Context: an optimization exercise on an open-source flow, tuned for a short achievable clock period and few clock cycles. The choices shown serve that exercise and are no tape-out recipe.
Only simulation tests tie the RTL to the original design; equivalence was not proved.
Power is estimated from default activity; no workload was simulated.

### config.mk
export PLATFORM = sky130hd
export DESIGN_NAME = packed_12bit_deserializer
export DESIGN_NICKNAME = packed_12bit_deserializer
export VERILOG_FILES = /design/flow/design.v
export SDC_FILE = /design/flow/constraint.sdc
export NUM_CORES = 4
export LEC_CHECK = 0
export ABC_CLOCK_PERIOD_IN_PS = 3500
export CAP_MARGIN = 20
export CORE_MARGIN = 2
export CORE_UTILIZATION = 40
export SETUP_SLACK_MARGIN = 4.0
export SLEW_MARGIN = 20
### constraint.sdc
create_clock -name core_clock -period 8.0 [get_ports {clk}]
set_input_delay 1.6000 -clock core_clock [delete_from_list [all_inputs] [get_ports {clk}]]
set_output_delay 1.6000 -clock core_clock [all_outputs]
set_load 0.01 [all_outputs]
### design.v
module packed_12bit_deserializer (
    input  wire        clk,
    input  wire        rst,
    input  wire        start,
    input  wire        in_valid,
    input  wire [8:0]  in_data,
    output wire        in_ready,
    output wire        busy,
    output wire        done,
    output wire        err,
    output wire        ok,
    input  wire [3:0]  reg_addr,
    output reg  [31:0] reg_rdata,
    output reg         wr_en,
    output reg  [31:0] wr_addr,
    output reg  [15:0] wr_row,
    output reg  [15:0] wr_col,
    output reg  [15:0] wr_data
);
    localparam [2:0] ST_IDLE    = 3'd0,
                     ST_HEADER  = 3'd1,
                     ST_PAYLOAD = 3'd2,
                     ST_DRAIN   = 3'd3,
                     ST_DONE    = 3'd4;
    localparam [2:0] ERR_NONE  = 3'd0,
                     ERR_TRUNC = 3'd1,
                     ERR_MAGIC = 3'd2,
                     ERR_FMT   = 3'd3,
                     ERR_SHAPE = 3'd4;
    localparam [7:0] HDR_LAST = 8'd163;
    localparam [7:0] FMT_CODE = 8'd9;
    reg  [2:0]  st;
    reg  [7:0]  hcnt;
    reg  [7:0]  magic0, magic1, magic2, magic3;
    reg  [7:0]  pixfmt;
    reg  [15:0] width;
    reg  [15:0] height;
    reg         hdrv;
    reg  [31:0] expect_r;
    reg  [31:0] scnt;
    reg  [2:0]  errc;
    reg         busy_r, done_r, rdy_r, err_r, ok_r;
    reg         in_hdr, in_pay, in_drn;
    reg  [1:0]  ph;
    reg  [7:0]  b0, b1;
    reg         magic_ok, fmt_ok;
    reg  [31:0] mul_a;
    reg  [15:0] mul_b;
    reg  [31:0] prod;
    reg  [31:0] idx;
    reg  [15:0] row, col;
    reg         col_last, row_last, full;
    reg  [15:0] wm2, hm2;
    reg         w_is1, h_is1, wh_zero;
    assign busy     = busy_r;
    assign done     = done_r;
    assign in_ready = rdy_r;
    assign err      = err_r;
    assign ok       = ok_r;
    wire       xfer    = in_valid && rdy_r && !start;
    wire       is_end  = in_data[8];
    wire [7:0] byte_in = in_data[7:0];
    wire       xbyte   = xfer && !is_end;
    wire       xend    = xfer && is_end;
    wire       hdr_last = (hcnt == HDR_LAST);
    wire        smp_ev   = xbyte && in_pay && (ph != 2'd0);
    wire [11:0] smp_data = ph[1] ? {byte_in, b1[7:4]} : {byte_in[3:0], b0};
    wire        grp_ev   = xbyte && in_pay && ph[1];
    wire        place    = smp_ev && !full;
    wire        begin_run = start && !busy_r;
    always @(posedge clk) begin
        if (rst || begin_run) begin
            st        <= rst ? ST_IDLE : ST_HEADER;
            busy_r    <= !rst;
            rdy_r     <= !rst;
            in_hdr    <= !rst;
            done_r    <= 1'b0;
            err_r     <= 1'b0;
            ok_r      <= 1'b0;
            in_pay    <= 1'b0;
            in_drn    <= 1'b0;
            hcnt      <= 8'd0;
            magic0    <= 8'd0;
            magic1    <= 8'd0;
            magic2    <= 8'd0;
            magic3    <= 8'd0;
            pixfmt    <= 8'd0;
            width     <= 16'd0;
            height    <= 16'd0;
            hdrv      <= 1'b0;
            expect_r  <= 32'd0;
            scnt      <= 32'd0;
            errc      <= ERR_NONE;
            ph        <= 2'd0;
            b0        <= 8'd0;
            b1        <= 8'd0;
            magic_ok  <= 1'b0;
            fmt_ok    <= 1'b0;
            mul_a     <= 32'd0;
            mul_b     <= 16'd0;
            prod      <= 32'd0;
            idx       <= 32'd0;
            row       <= 16'd0;
            col       <= 16'd0;
            col_last  <= 1'b0;
            row_last  <= 1'b0;
            full      <= 1'b1;
            wm2       <= 16'd0;
            hm2       <= 16'd0;
            w_is1     <= 1'b0;
            h_is1     <= 1'b0;
            wh_zero   <= 1'b1;
            wr_en     <= 1'b0;
            wr_addr   <= 32'd0;
            wr_row    <= 16'd0;
            wr_col    <= 16'd0;
            wr_data   <= 16'd0;
        end else begin
            magic_ok <= (magic0 == 8'h43) && (magic1 == 8'h4D) &&
                        (magic2 == 8'h56) && (magic3 == 8'h69);
            fmt_ok   <= (pixfmt == FMT_CODE);
            wm2      <= width - 16'd2;
            hm2      <= height - 16'd2;
            w_is1    <= (width == 16'd1);
            h_is1    <= (height == 16'd1);
            wh_zero  <= (width == 16'd0) || (height == 16'd0);
            if (in_hdr && hcnt == 8'd12) begin
                mul_a <= {16'd0, width};
                mul_b <= height;
                prod  <= 32'd0;
            end else begin
                if (mul_b[0])
                    prod <= prod + mul_a;
                mul_a <= {mul_a[30:0], 1'b0};
                mul_b <= {1'b0, mul_b[15:1]};
            end
            wr_en <= place;
            if (place) begin
                wr_addr <= idx;
                wr_row  <= row;
                wr_col  <= col;
                wr_data <= {4'd0, smp_data};
                idx     <= idx + 32'd1;
                if (col_last) begin
                    col      <= 16'd0;
                    row      <= row + 16'd1;
                    col_last <= w_is1;
                    row_last <= (row == hm2);
                    full     <= row_last;
                end else begin
                    col      <= col + 16'd1;
                    col_last <= (col == wm2);
                end
            end
            if (grp_ev) begin
                if (scnt[31:1] != 31'h7FFF_FFFF)
                    scnt <= scnt + 32'd2;
                else
                    scnt <= 32'hFFFF_FFFF;
            end
            if (xbyte && in_pay)
                ph <= ph[1] ? 2'd0 : ph + 2'd1;
            if (xbyte && in_pay && ph == 2'd0)
                b0 <= byte_in;
            if (xbyte && in_pay && ph == 2'd1)
                b1 <= byte_in;
            if (xbyte && in_hdr) begin
                case (hcnt)
                    8'd0:  magic0       <= byte_in;
                    8'd1:  magic1       <= byte_in;
                    8'd2:  magic2       <= byte_in;
                    8'd3:  magic3       <= byte_in;
                    8'd4:  pixfmt       <= byte_in;
                    8'd8:  width[7:0]   <= byte_in;
                    8'd9:  width[15:8]  <= byte_in;
                    8'd10: height[7:0]  <= byte_in;
                    8'd11: height[15:8] <= byte_in;
                    default: ;
                endcase
                hcnt <= hcnt + 8'd1;
                if (hdr_last) begin
                    in_hdr <= 1'b0;
                    if (!magic_ok) begin
                        errc   <= ERR_MAGIC;
                        err_r  <= 1'b1;
                        st     <= ST_DRAIN;
                        in_drn <= 1'b1;
                    end else if (!fmt_ok) begin
                        errc   <= ERR_FMT;
                        err_r  <= 1'b1;
                        st     <= ST_DRAIN;
                        in_drn <= 1'b1;
                    end else begin
                        hdrv     <= 1'b1;
                        expect_r <= prod;
                        st       <= ST_PAYLOAD;
                        in_pay   <= 1'b1;
                        full     <= wh_zero;
                        col_last <= w_is1;
                        row_last <= h_is1;
                    end
                end
            end
            if (xend) begin
                st     <= ST_DONE;
                busy_r <= 1'b0;
                rdy_r  <= 1'b0;
                done_r <= 1'b1;
                in_hdr <= 1'b0;
                in_pay <= 1'b0;
                in_drn <= 1'b0;
                if (in_hdr) begin
                    errc  <= ERR_TRUNC;
                    err_r <= 1'b1;
                end else if (in_pay && scnt != expect_r) begin
                    errc  <= ERR_SHAPE;
                    err_r <= 1'b1;
                end else if (in_pay) begin
                    ok_r  <= 1'b1;
                end
            end
        end
    end
    always @(*) begin
        case (reg_addr)
            4'd0:    reg_rdata = {23'd0, hdrv, 1'b0, errc, 1'b0, st};
            4'd1:    reg_rdata = {magic3, magic2, magic1, magic0};
            4'd2:    reg_rdata = {24'd0, pixfmt};
            4'd3:    reg_rdata = {16'd0, width};
            4'd4:    reg_rdata = {16'd0, height};
            4'd5:    reg_rdata = expect_r;
            4'd6:    reg_rdata = scnt;
            4'd7:    reg_rdata = {24'd0, hcnt};
            default: reg_rdata = 32'd0;
        endcase
    end
endmodule
### run.sh
#!/bin/bash
# synth_recipe.tcl (not shown) runs the flow's synth.tcl, then flattens the netlist and writes it again
# the make line also repeats each setting of config.mk as NAME=value (left out here)
make -C /OpenROAD-flow-scripts/flow DESIGN_CONFIG=/design/flow/config.mk WORK_HOME=/design/flow/orfs CLKGATE_MAP_FILE= SYNTH_SCRIPT=/design/flow/synth_recipe.tcl finish
==> results of run 1 <==
[final cells by class]
type | count | share of cell area [%]
clock buffers | 69 | 5.76
repair buffers | 215 | 9.01
inverters | 43 | 0.679
clock inverters | 9 | 0.469
well taps | 664 | 3.50
multi-input cells | 1699 | 44.0
flip-flops and latches | 432 | 36.6
[cell usage in the layout (no fill, tap or decap), types with 14 or more instances in the layout]
| master | n |
|---|---|
| nor3_1 | 36 |
| nor4_1 | 19 |
| inv_1 | 42 |
| buf_2 | 22 |
| nand3_1 | 70 |
| or3_1 | 24 |
| clkdlybuf4s50_1 | 94 |
| xor2_1 | 96 |
| nor2_1 | 260 |
| dfxtp_1 | 427 |
| xnor2_1 | 75 |
| nand2_1 | 367 |
| a22oi_1 | 14 |
| ha_1 | 41 |
| o21a_1 | 14 |
| mux2i_1 | 114 |
| o21ai_0 | 46 |
| a21oi_1 | 221 |
| nand4_1 | 36 |
| clkbuf_16 | 48 |
| a211oi_1 | 20 |
| buf_6 | 27 |
| a222oi_1 | 17 |
| buf_4 | 51 |
| and3_1 | 44 |
[power by group through the flow]
stage | Combinational, mW | Sequential (mW) | Clock (mW)
floorplan | 0.0919 | 2.22 | 0
global placement | 0.130 | 2.23 | 0
detailed placement | 0.132 | 2.23 | 0
CTS | 0.154 | 2.18 | 2.14
global route | 0.178 | 2.18 | 2.23
finish | 0.168 | 2.18 | 2.10
[kinds of logic after synthesis]
kind of cell | after synthesis | synth area share, %
other cells | 1 | 0.0191
flops | 432 | 44.3
fa+ha+maj | 42 | 2.71
compound gates | 419 | 13.1
simple gates | 942 | 22.1
buf+inv | 198 | 4.04
xor+xnor | 171 | 7.62
mux | 119 | 6.09
[worst max-delay path, delay by kind of cell]
family,cells,cell delay (ns)
AO/OA/AOI/OAI,2,0.65
AND/OR/NAND/NOR,2,0.17
buffers and inverters,5,0.64
[metrics by stage]
stage	total power, mW	area [um2]	hold WS [ns]
final	4.45	23800	0.429
after global routing	4.59	23800	0.459
after detailed placement	2.36	21400	0.430
after CTS	4.48	23400	0.426
after floorplan	2.32	19900	0.422
after global placement	2.36	21400	0.427
[repair_timing]
action	in CTS	in global routing
endpoints found under the setup margin	33	40
gates cloned	6	2
hold buffers	0	0
resized for setup	182	40
pin swaps	30	28
buffers inserted	33	28
[registers in the layout, indices dropped and copies added (netlist names), 12 cells and up]
register,cells
expect_r,32
idx,32
mul_a,32
prod,32
scnt,32
wr_addr,32
col,16
height,16
hm2,16
mul_b,16
row,16
width,16
wm2,16
wr_col,16
wr_row,16
wr_data,12
[worst min-delay path by stage]
| stage | end | slack, ns | cells past startpoint | from |
|---|---|---|---|---|
| final | mul_b[7]$_SDFF_PP0_ | 0.43 | 2 | mul_b[8]$_SDFF_PP0_ |
| after global routing | mul_b[5]$_SDFF_PP0_ | 0.46 | 2 | mul_b[6]$_SDFF_PP0_ |
| after CTS | mul_b[7]$_SDFF_PP0_ | 0.43 | 2 | mul_b[8]$_SDFF_PP0_ |
| after detailed placement | mul_b[4]$_SDFF_PP0_ | 0.43 | 2 | mul_b[5]$_SDFF_PP0_ |
| after global placement | mul_b[14]$_SDFF_PP0_ | 0.43 | 2 | mul_b[15]$_SDFF_PP0_ |
| after floorplan | errc[1]$_SDFF_PP0_ | 0.42 | 2 | errc[1]$_SDFF_PP0_ |
[layer usage]
layer	up-vias	global-route usage, %	part of all wire (%)	wire, um
li1	8247	-	-	-
met1	8249	29.5	43	25900
met2	609	36.9	46	27600
met3	146	3.85	6.7	4000
met4	0	8.55	3.5	2060
met5	-	0	0	0
==> impl_metrics.ini, run 1 <==
[pwr]
netSwitchingPower_mw = 1.00
ir_drop_v = 0.000149
combinationalPowerShare_pct = 3.8
p_seq_share_pct = 49.0
power.internal_mw = 3.44
power_density_nw_per_um2 = 187
switching_share_pct = 22.6
power.leakage_nw = 8.93
p_clk_share_pct = 47.2

[sta]
hold_viol = 0
setup_ws_ns = 3.33
post-route-min-period_ns = 4.67
fin_crit_sh_pct = 58.4
clock-skew-final_ns = 0.0252
fmax_mhz = 214
setup_violations = 0
slew_headroom_pct = 31.6
tns_ns = 0
worst_pin_slew_ns = 1.03
rsz0062_at_grt = true
finalMaxSlewViolations = 0

[route]
antenna_left = 0
dr.first_iter.drc_count = 1486
wl_um = 59600
wl_per_cell_um = 19.0
vias = 17300
first_pass_iters = 7
drc = 0
vias_per_cell = 5.51

[clock_network]
clkLatencyLatePin_ns = 0.59
clockBufferDepth = 3
clkTransAtPathRegs_ns = 0.06
htree_levels = 2
cts_tree = done
cts_root_buffer = clkbuf_16
cts.sinks = 432
cts_buffers = 47

[global_route]
grt_overflow_total = 0
grt_first_pass_wirelength_um = 90600
grt_pass1_vias = 16000
track_usage_pct = 22.5
antenna_found_initial = 0
grt_max_degree = 98

[layout]
fillers = 4576
drive_above_1_share_pct = 10.5
multi_input_area_um2 = 10500
nets = 2497
finalNonFillerCells = 3131
regArea_um2 = 8700
areaGrowthSynthToFinish_pct = 20.9
antenna_cells = 0
final_core_util_pct = 48.8

[die]
initial_core_util_pct = 40.3
dieArea_um2 = 50900
core-area_um2 = 48700
rows = 81
die_h_um = 226
die_w_um = 226
num_io_pins = 135

[critical_path]
worstReg2RegEnd = col[15]$_SDFFE_PP0N_
cp.arrival_ns = 3.07
critPathKind = primary input to primary output
path_cells = buf_12 > nand2b_4 > buf_4 > buf_6 > nor2_4 > buf_6 > a222oi_1 > o311ai_2 > buf_2
worstPathRequired_ns = 6.40
r2r_cells = 8
cp-end-kind = primary output
crit_fanout = 6
critPathSlowestCell = a222oi_1
cp_common_cell = buf_6
cp-start-kind = primary input
worstReg2RegStart = ph[1]$_SDFFE_PP0N_
rrSetupSlack_ns = 4.72
crit_path_start = reg_addr[3]
endpoint = reg_rdata[6]
cp_slowest_stage_delay_ns = 0.42

[synthesis]
async_flop_share_pct = 0
synth_top_area_share_pct = 43.5
ys_ff_latch = 432
synth.distinct_cells = 87
yosys.cell_count.top_type = dfxtp_1
ys_warn_count = 1
avgSynthCellArea_um2 = 8.46
seq_area_frac_synth_pct = 44.3
netlist_area_um2 = 19700
synth_largest_area_cell = dfxtp_1
synth_ff_type = dfxtp_1
synthCells = 2324
synth.area.top_cells = dfxtp_1, nand2_1, mux2i_1
synth_edf_count = 5
synth_commonest_cells = dfxtp_1, nand2_1, nor2_1

[placed_design]
gp_congestion = 0.949
port_buffers = 130
post-dp-hpwl_um = 39900
place_ws_ns = 1.88
placedCellCount = 2984

[flow_run]
max_cap_viol_count = 0

[outcome]
status = no timing/DRC/antenna violations

[min_path]
hp-class = flip-flop to flip-flop
Testbench counts, summed over its fixed seeds: cycles 123,173.
==> inputs of run 2 (changes only) <==
--- a/design.v
+++ b/design.v
@@ -221,17 +221,67 @@
             end
         end
     end
-    always @(*) begin
-        case (reg_addr)
-            4'd0:    reg_rdata = {23'd0, hdrv, 1'b0, errc, 1'b0, st};
-            4'd1:    reg_rdata = {magic3, magic2, magic1, magic0};
-            4'd2:    reg_rdata = {24'd0, pixfmt};
-            4'd3:    reg_rdata = {16'd0, width};
-            4'd4:    reg_rdata = {16'd0, height};
-            4'd5:    reg_rdata = expect_r;
-            4'd6:    reg_rdata = scnt;
-            4'd7:    reg_rdata = {24'd0, hcnt};
-            default: reg_rdata = 32'd0;
-        endcase
-    end
+    wire [31:0] rd_r0 = {23'd0, hdrv, 1'b0, errc, 1'b0, st};
+    wire [31:0] rd_r1 = {magic3, magic2, magic1, magic0};
+    wire [31:0] rd_r2 = {24'd0, pixfmt};
+    wire [31:0] rd_r3 = {16'd0, width};
+    wire [31:0] rd_r4 = {16'd0, height};
+    wire [31:0] rd_r5 = expect_r;
+    wire [31:0] rd_r6 = scnt;
+    wire [31:0] rd_r7 = {24'd0, hcnt};
+    wire [31:0] rd_w;
+    function [7:0] rd_use(input integer b);
+        begin
+            rd_use = 8'd0;
+            if (b == 0 || b == 1 || b == 2 || b == 4 || b == 5 || b == 6 || b == 8)
+                rd_use[0] = 1'b1;
+            rd_use[1] = 1'b1;
+            if (b < 8)  rd_use[2] = 1'b1;
+            if (b < 16) rd_use[3] = 1'b1;
+            if (b < 16) rd_use[4] = 1'b1;
+            rd_use[5] = 1'b1;
+            rd_use[6] = 1'b1;
+            if (b < 8)  rd_use[7] = 1'b1;
+        end
+    endfunction
+    genvar g, i;
+    generate
+        for (g = 0; g < 32 / 4; g = g + 1) begin : rd
+            wire [3:0] d;
+            p12_rd_dec #(.J(2'd0)) u_d0 (.a(reg_addr), .d(d[0]));
+            p12_rd_dec #(.J(2'd1)) u_d1 (.a(reg_addr), .d(d[1]));
+            p12_rd_dec #(.J(2'd2)) u_d2 (.a(reg_addr), .d(d[2]));
+            p12_rd_dec #(.J(2'd3)) u_d3 (.a(reg_addr), .d(d[3]));
+            for (i = g * 4; i < g * 4 + 4; i = i + 1) begin : b
+                p12_rd_bit #(.USE(rd_use(i))) u_b (
+                    .d  (d),
+                    .a2 (reg_addr[2]),
+                    .r  ({rd_r7[i], rd_r6[i], rd_r5[i], rd_r4[i],
+                          rd_r3[i], rd_r2[i], rd_r1[i], rd_r0[i]}),
+                    .q  (rd_w[i])
+                );
+            end
+        end
+    endgenerate
+    always @(*) reg_rdata = rd_w;
 endmodule
+module p12_rd_dec #(
+    parameter [1:0] J = 2'd0
+) (
+    input  wire [3:0] a,
+    output wire       d
+);
+    assign d = !a[3] && (a[1:0] == J);
+endmodule
+module p12_rd_bit #(
+    parameter [7:0] USE = 8'hFF
+) (
+    input  wire [3:0] d,
+    input  wire       a2,
+    input  wire [7:0] r,
+    output wire       q
+);
+    wire [7:0] ru = r & USE;
+    wire [3:0] g  = a2 ? ru[7:4] : ru[3:0];
+    assign q = |(d & g);
+endmodule
--- a/config.mk
+++ b/config.mk
@@ -5,9 +5,10 @@
 export SDC_FILE = /design/flow/constraint.sdc
 export NUM_CORES = 4
 export LEC_CHECK = 0
-export ABC_CLOCK_PERIOD_IN_PS = 3500
+export ABC_CLOCK_PERIOD_IN_PS = 500
 export CAP_MARGIN = 20
 export CORE_MARGIN = 2
 export CORE_UTILIZATION = 40
 export SETUP_SLACK_MARGIN = 4.0
 export SLEW_MARGIN = 20
+export SYNTH_HIERARCHICAL = 1
==> run 2 against run 1 <==
Sequential power is essentially flat. Combinational power increased by about 20%. Design area rose by 3.0%.
==> impl_metrics.ini, run 2 <==
[critical_path]
critPathKind = primary input to primary output
cp_slowest_stage_delay_ns = 0.31
path_cells = buf_16 > buf_12 > and3b_2 > a22oi_2 > a21oi_1 > a221o_1 > buf_2
cp.arrival_ns = 2.80
worstPathRequired_ns = 6.40
r2r_cells = 8
cp-end-kind = primary output
crit_fanout = 6
cp-start-kind = primary input
rrSetupSlack_ns = 4.81
crit_path_start = reg_addr[3]
worstReg2RegStart = ph[1]$_SDFFE_PP0N_
critPathSlowestCell = a221o_1
worstReg2RegEnd = scnt[27]$_SDFFE_PP0P_

[sta]
worst_pin_slew_ns = 1.04
post-route-min-period_ns = 4.40
setup_violations = 0
setup_ws_ns = 3.60
fmax_mhz = 227
slew_headroom_pct = 30.5
tns_ns = 0
clock-skew-final_ns = 0.0163
rsz0062_at_grt = true
hold_viol = 0
fin_crit_sh_pct = 55.0
finalMaxSlewViolations = 0

[layout]
fillers = 4803
nets = 2501
drive_above_1_share_pct = 12.8
areaGrowthSynthToFinish_pct = 22.1
mostFrequentLayoutCells = dfxtp_1, nand2_1, nor2_1
final_common_cell = dfxtp_1
antenna_cells = 0
final_core_util_pct = 49.1

[die]
die_w_um = 228
rows = 82
initial_core_util_pct = 40.2
core-area_um2 = 49900
num_io_pins = 135
die_h_um = 228
dieArea_um2 = 51900

[global_route]
track_usage_pct = 21.9
grt_pass1_vias = 16100
antenna_found_initial = 0
grt_first_pass_wirelength_um = 92000
grt_max_degree = 102
grt_overflow_total = 0

[placed_design]
port_buffers = 130
gp_congestion = 0.917
post-dp-hpwl_um = 39800
place_ws_ns = 2.01

[pwr]
netSwitchingPower_mw = 1.04
p_clk_share_pct = 48.4
combinationalPowerShare_pct = 4.4
power.internal_mw = 3.57
power.leakage_nw = 8.92
p_seq_share_pct = 47.2
ir_drop_v = 0.000145
switching_share_pct = 22.6
power_density_nw_per_um2 = 189

[clock_network]
htree_levels = 2
cts_tree = done
cts-hold-fix-buffers = 0
cts_root_buffer = clkbuf_16
cts_buffers = 48
clkTransAtPathRegs_ns = 0.06
clockBufferDepth = 3
cts.sinks = 432
clkLatencyLatePin_ns = 0.59

[min_path]
hold_start = mul_b[15]$_SDFF_PP0_
whs_endpoint = mul_b[14]$_SDFF_PP0_
hp-class = flip-flop to flip-flop
hold_depth = 2

[synthesis]
synthCells = 2313
netlist_area_um2 = 20100
ys_warn_count = 7
avgSynthCellArea_um2 = 8.67

[route]
first_pass_iters = 6
antenna_left = 0
met1_length_um = 26200
drc = 0
met2_length_um = 28700
highest_layer = met4
vias = 16900
wl_met3_um = 3500
vias_per_cell = 5.38
dr.first_iter.drc_count = 1400
wl_um = 60200
wl_per_cell_um = 19.1

[outcome]
status = no timing/DRC/antenna violations

[flow_run]
max_cap_viol_count = 0
## run 2: worst max-delay path by stage
stage	to	depth (start not counted)	slack (ns)
6_report	reg_rdata[7]	7	3.60
5_1_grt	reg_rdata[2]	8	3.57
4_1_cts	reg_rdata[7]	7	3.61
3_5_place_dp	reg_rdata[7]	7	2.01
3_3_place_gp	reg_rdata[7]	7	2.09
2_1_floorplan	reg_rdata[3]	4	4.05
## run 2: repair_timing
action	4_1_cts	5_1_grt
cloned	6	7
endpoints found under the setup margin	154	183
hold endpoints to repair	0	0
gates resized for setup	184	86
pin swaps	37	36
setup buffers	29	19
## run 2: layout make-up
class / instances / area (um2) / share of cell area [%]
clock buffer: 65 / 1370 / 5.58
clock inverter: 19 / 223 / 0.910
inverter: 26 / 97.6 / 0.399
multi-input combinational: 1729 / 11100 / 45.3
sequential: 432 / 8700 / 35.5
tap: 672 / 841 / 3.43
timing repair buffer: 205 / 2160 / 8.84
## run 2: power by group through the flow
stage,registers (mW),clock network (mW),logic (mW)
floorplan,2.22,0,0.0900
global placement,2.23,0,0.148
detailed placement,2.23,0,0.151
CTS,2.18,2.27,0.183
global route,2.18,2.36,0.213
finish,2.18,2.23,0.202
## run 2: through the flow
stage	power [mW]	hold slack, ns	instances	instance area, um2
floorplan	2.31	0.420	2316	20100
CTS	4.63	0.441	3122	23900
global placement	2.38	0.424	3003	21800
detailed placement	2.38	0.431	3003	21800
finish	4.62	0.439	3148	24500
global route	4.75	0.449	3148	24500
## run 2: critical path, delay by kind of cell
kind / cells / cell delay, ns
AO/OA/AOI/OAI: 3 / 0.56
AND/OR/NAND/NOR: 1 / 0.26
buffers and inverters: 3 / 0.39
## run 2: metal layers
metal	vias to the layer above	GRT usage (%)
li1	8270	-
met1	8096	28.7
met2	463	36.7
met3	118	3.39
met4	0	7.35
met5	-	0
Testbench counts of run 2, summed over its fixed seeds: cycles 123,173.

## port drivers added, routing unchanged
In the flow no input, the clock included, has a driving cell. The finished layouts below were timed again as built, in two steps. Step 1 (the two cells are an assumption about what drives the block):
set clk [get_ports {clk}]
set_driving_cell -lib_cell sky130_fd_sc_hd__clkbuf_16 $clk
set_driving_cell -lib_cell sky130_fd_sc_hd__buf_2 [delete_from_list [all_inputs] $clk]
Step 2 also shifts input and output timing later by t, the mid clock arrival at the registers, as if the neighbouring blocks saw the same clock. a / b / c = ideal / step 1 / step 2; a / b = the first two.
run | t, ns | slack for setup (ns) | latest minus earliest clock arrival (ns) | worst data-port slew with drivers (ns)
run 1 | 0.638 | 3.326 / 3.210 / 3.210 | 0.026 / 0.026 | 0.20
run 2 | 0.641 | 3.599 / 3.440 / 3.440 | 0.021 / 0.021 | 0.23
After both steps setup and hold are still met in every run listed. The setup slack of run 2, which loses most, moves by -0.159 ns with the drivers and by -0.159 ns with both steps.
